Background: an optimization exercise with open tools, aiming at small area, a short achievable clock period and few clock cycles. Do not read the settings as production practice.
RTL that was checked went through simulation tests only; none was proved equivalent to the original.
Power is estimated from default activity; no workload was simulated.

Setup of job 2742:
// icf_synth
module icf_synth (
    input  wire        clk,
    input  wire        rst,
    input  wire        cmd_valid,
    output wire        cmd_ready,
    input  wire [1:0]  cmd_op,      
    input  wire [1:0]  cmd_ch,
    input  wire [2:0]  cmd_reg,
    input  wire [31:0] cmd_data,
    output reg         out_valid,
    output reg  [1:0]  out_ch,
    output reg  [15:0] out_val
);
For scale: about 790 flip-flops, about 62 I/O pins.
==> flow/config.mk <==
export PLATFORM = sky130hd
export DESIGN_NAME = icf_synth
export DESIGN_NICKNAME = icf_synth
export VERILOG_FILES = /design/flow/design.v
export SDC_FILE = /design/flow/constraint.sdc
export NUM_CORES = 4
export LEC_CHECK = 0
export CAP_MARGIN = 20
export CORE_MARGIN = 2
export CORE_UTILIZATION = 65
export CTS_BUF_LIST = sky130_fd_sc_hd__clkbuf_4 sky130_fd_sc_hd__clkbuf_8
export SLEW_MARGIN = 20
export SYNTH_MEMORY_MAX_BITS = 16384
==> flow/constraint.sdc <==
create_clock -name core_clock -period 30.0 [get_ports {clk}]
set_input_delay 6.0000 -clock core_clock [delete_from_list [all_inputs] [get_ports {clk}]]
set_output_delay 6.0000 -clock core_clock [all_outputs]
set_load 0.01 [all_outputs]
standard.sh (not shown) runs the stock make flow with config.mk's settings and CLKGATE_MAP_FILE= SYNTH_SCRIPT=/design/flow/synth_recipe.tcl, a recipe that flattens the netlist after the stock synthesis.
==> flow/flow/run.sh <==
#!/bin/bash
# The standard layout (standard synthesis unchanged), with ORFS's timing repair
# aimed at a slack of 23 ns, that is at paths of at most 7 ns within the 30 ns clock,
# and clock tree synthesis without dummy loads. The clock, the constraints and every
# other step are the standard ones.
set -euo pipefail
bash standard.sh synth > synth.log 2>&1
bash standard.sh finish SETUP_SLACK_MARGIN=23 \
  "CTS_ARGS=-sink_clustering_enable -repair_clock_nets -dont_use_dummy_load -buf_list {sky130_fd_sc_hd__clkbuf_4 sky130_fd_sc_hd__clkbuf_8}" \
  > layout.log 2>&1
Testbench counts of job 2742, summed over its fixed seeds: cycles 13,492.
## Diff of input files: job 9180 against job 2742
==> flow/flow/run.sh <==
#!/bin/bash
# The standard layout (standard synthesis unchanged), with ORFS's timing repair
# aimed at a slack of 23 ns, that is at paths of at most 7 ns within the 30 ns clock,
# and clock tree synthesis without dummy loads, with clkbuf_8 buffers and sink clusters
# of up to 18 flip-flops. The clock, the constraints and every other step are the
# standard ones.
set -euo pipefail
bash standard.sh synth > synth.log 2>&1
bash standard.sh finish SETUP_SLACK_MARGIN=23 \
  "CTS_ARGS=-sink_clustering_enable -repair_clock_nets -dont_use_dummy_load -buf_list {sky130_fd_sc_hd__clkbuf_8} -sink_clustering_size 18 -sink_clustering_max_diameter 70" \
  > layout.log 2>&1
==> notes.md <==
On number of detailed-routing iterations run before antenna repair: job 9180 sits above job 2742.
Looking at worst setup path startpoint, the cmd_ch[1] result is from job 2742; the nrdy_o one comes from job 9180.
Summary of job 9180 over job 2742: cell area lost 1.9%; total net switching power lost 10%; power of the combinational group neither gained nor lost much; static power due to leakage lost 0.00044 uW.
Routed via count (higher): job 2742
Job 9180 vs job 2742 — area added between synthesis and finish dropped 2.0 points.
Compared with job 2742, job 9180 shows wire length that has gone down slightly.

## run A
icf_synth, a different RTL version from the one above (not shown whole).
For scale: ~4400 cells after synthesis, about 810 flip-flops, ~62 I/O pins, ~0.041 mm2 of cells after synthesis.
clock: 30.0 ns
lec_check: 0
cap_margin: 20
core_margin: 2
core_utilization: 65
slew_margin: 20
synth_memory_max_bits: 16384
==> flow/flow/run.sh <==
#!/bin/bash
# The standard layout (standard synthesis unchanged), with ORFS's timing repair
# aimed at a slack of 23 ns, that is at paths of at most 7 ns within the 30 ns clock.
# The clock, the constraints and every other step are the standard ones.
set -euo pipefail
bash standard.sh synth > synth.log 2>&1
bash standard.sh finish SETUP_SLACK_MARGIN=23 > layout.log 2>&1
For run B, these inputs were changed with respect to run A:
- setting CTS_BUF_LIST to sky130_fd_sc_hd__clkbuf_4 sky130_fd_sc_hd__clkbuf_8 for the first time
- setting ABC_AREA to 1 for the first time
==> flow/flow/run.sh <==
#!/bin/bash
# The standard layout (standard synthesis unchanged), with ORFS's timing repair
# aimed at a slack of 23 ns, that is at paths of at most 7 ns within the 30 ns clock,
# and clock tree synthesis without dummy loads. The clock, the constraints and every
# other step are the standard ones.
set -euo pipefail
bash standard.sh synth > synth.log 2>&1
bash standard.sh finish SETUP_SLACK_MARGIN=23 \
  "CTS_ARGS=-sink_clustering_enable -repair_clock_nets -dont_use_dummy_load -buf_list {sky130_fd_sc_hd__clkbuf_4 sky130_fd_sc_hd__clkbuf_8}" \
  > layout.log 2>&1
Results
Run B vs. run A: final-layout clock-cell area share dropped 2.5 points; clock tree skew after final layout climbed 0.13 ns; final design instance area without fill dropped 3.9%; shortest period the worst path allows climbed 0.11 ns.
Summary — fraction of area in multi-input gates, run B relative to run A: lower, by 4.2 points.
Total wire length after detailed routing, run A and run B, higher one = run B.
Changes observed in run B relative to run A: global-route wire length before repair higher; total inserted antenna cells increased by 2 relative to the old numbers; final worst setup slack fell by 0.11 ns; area growth from synthesis to layout lower.
No run of this note included a check of the RTL's function; only the layout flow was run.

RTL: one of the versions met above, not the one the previous note started from.
For scale: roughly 4800 cells after synthesis, about 62 I/O pins.
==> flow/config.mk <==
export PLATFORM = sky130hd
export DESIGN_NAME = icf_synth
export DESIGN_NICKNAME = icf_synth
export VERILOG_FILES = /design/flow/design.v
export SDC_FILE = /design/flow/constraint.sdc
export NUM_CORES = 4
export LEC_CHECK = 0
export ABC_AREA = 1
export CAP_MARGIN = 20
export CORE_MARGIN = 2
export CORE_UTILIZATION = 65
export CTS_BUF_LIST = sky130_fd_sc_hd__clkbuf_4 sky130_fd_sc_hd__clkbuf_8
export SLEW_MARGIN = 20
export SYNTH_MEMORY_MAX_BITS = 16384
==> flow/constraint.sdc <==
create_clock -name core_clock -period 30.0 [get_ports {clk}]
set_input_delay 6.0000 -clock core_clock [delete_from_list [all_inputs] [get_ports {clk}]]
set_output_delay 6.0000 -clock core_clock [all_outputs]
set_load 0.01 [all_outputs]
==> flow/flow/run.sh <==
#!/bin/bash
# The standard layout (standard synthesis unchanged), with ORFS's timing repair
# aimed at a slack of 23 ns, that is at paths of at most 7 ns within the 30 ns clock,
# and clock tree synthesis without dummy loads, with clkbuf_8 buffers and sink clusters
# of up to 18 flip-flops. The clock, the constraints and every other step are the
# standard ones.
set -euo pipefail
bash standard.sh synth > synth.log 2>&1
bash standard.sh finish SETUP_SLACK_MARGIN=23 \
  "CTS_ARGS=-sink_clustering_enable -repair_clock_nets -dont_use_dummy_load -buf_list {sky130_fd_sc_hd__clkbuf_8} -sink_clustering_size 18 -sink_clustering_max_diameter 70" \
  > layout.log 2>&1
The first run finished clean.
Testbench counts at the start, summed over its fixed seeds: cycles 13,492.
Then changed:
==> flow/flow/run.sh (replaced) <==
#!/bin/bash
# The standard layout (standard synthesis unchanged), with ORFS's timing repair
# aimed at a slack of 23 ns, that is at paths of at most 7 ns within the 30 ns clock,
# and clock tree synthesis without dummy loads, with clkbuf_16 buffers and sink clusters
# of up to 24 flip-flops. The clock, the constraints and every other step are the
# standard ones.
set -euo pipefail
bash standard.sh synth > synth.log 2>&1
bash standard.sh finish SETUP_SLACK_MARGIN=23 \
  "CTS_ARGS=-sink_clustering_enable -repair_clock_nets -dont_use_dummy_load -buf_list {sky130_fd_sc_hd__clkbuf_16} -sink_clustering_size 24 -sink_clustering_max_diameter 90" \
  > layout.log 2>&1
Result: The changed run finished clean; clock power came out higher by about a fifth; cell area is higher slightly; fmax increases slightly; global-route usage is about the same; utilization rose by 0.53 points; count of clock-buffer cells in the layout shrinks by 13; via count hardly moves; area after synthesis is unchanged.
Then changed:
==> flow/flow/run.sh (replaced) <==
#!/bin/bash
# The standard layout (standard synthesis unchanged), with ORFS's timing repair
# aimed at a slack of 23 ns, that is at paths of at most 7 ns within the 30 ns clock,
# and clock tree synthesis without dummy loads. The clock, the constraints and every
# other step are the standard ones.
set -euo pipefail
bash standard.sh synth > synth.log 2>&1
bash standard.sh finish SETUP_SLACK_MARGIN=23 \
  "CTS_ARGS=-sink_clustering_enable -repair_clock_nets -dont_use_dummy_load -buf_list {sky130_fd_sc_hd__clkbuf_4 sky130_fd_sc_hd__clkbuf_8}" \
  > layout.log 2>&1
Area after synthesis is unchanged; design area went up by 1.2%; worst hold slack gains 0.017 ns; clock-buffer cell count went up by 74; clock power went up by 22%; setup slack loses 0.084 ns; cell count went up by 1.3%.

## static timing again, ports no longer ideal
No port has a modelled driver above. Below, the same layouts with a new extraction and two added sets of constraints.
Step 1 (the two cells are an assumption about what drives the block):
set clk [get_ports {clk}]
set_driving_cell -lib_cell sky130_fd_sc_hd__clkbuf_16 $clk
set_driving_cell -lib_cell sky130_fd_sc_hd__buf_2 [delete_from_list [all_inputs] $clk]
Step 2 also shifts input and output timing later by t, the mid clock arrival at the registers, as if the neighbouring blocks saw the same clock.
a / b / c = no drivers / after step 1 / after step 2; a / b = the first two.
run	shift t [ns]	setup slack, ns	worst register clock-pin slew, ns
job 2742	0.724	22.844 / 22.804 / 22.159	0.07 / 0.07
job 9180	0.715	22.840 / 22.776 / 22.161	0.11 / 0.11
run A	0.675	22.888 / 22.824 / 22.321	0.07 / 0.07
run B	0.744	22.782 / 22.724 / 22.401	0.07 / 0.07
the first run of note 3	0.748	22.783 / 22.720 / 22.438	0.11 / 0.11
the second run of note 3	0.654	22.898 / 22.833 / 22.414	0.10 / 0.10
the third run of note 3	0.771	22.814 / 22.751 / 22.341	0.07 / 0.07
After both steps setup and hold are still met in every run listed. For job 2742, which loses most, drivers alone change the setup slack by -0.040 ns; drivers and shift together by -0.685 ns.
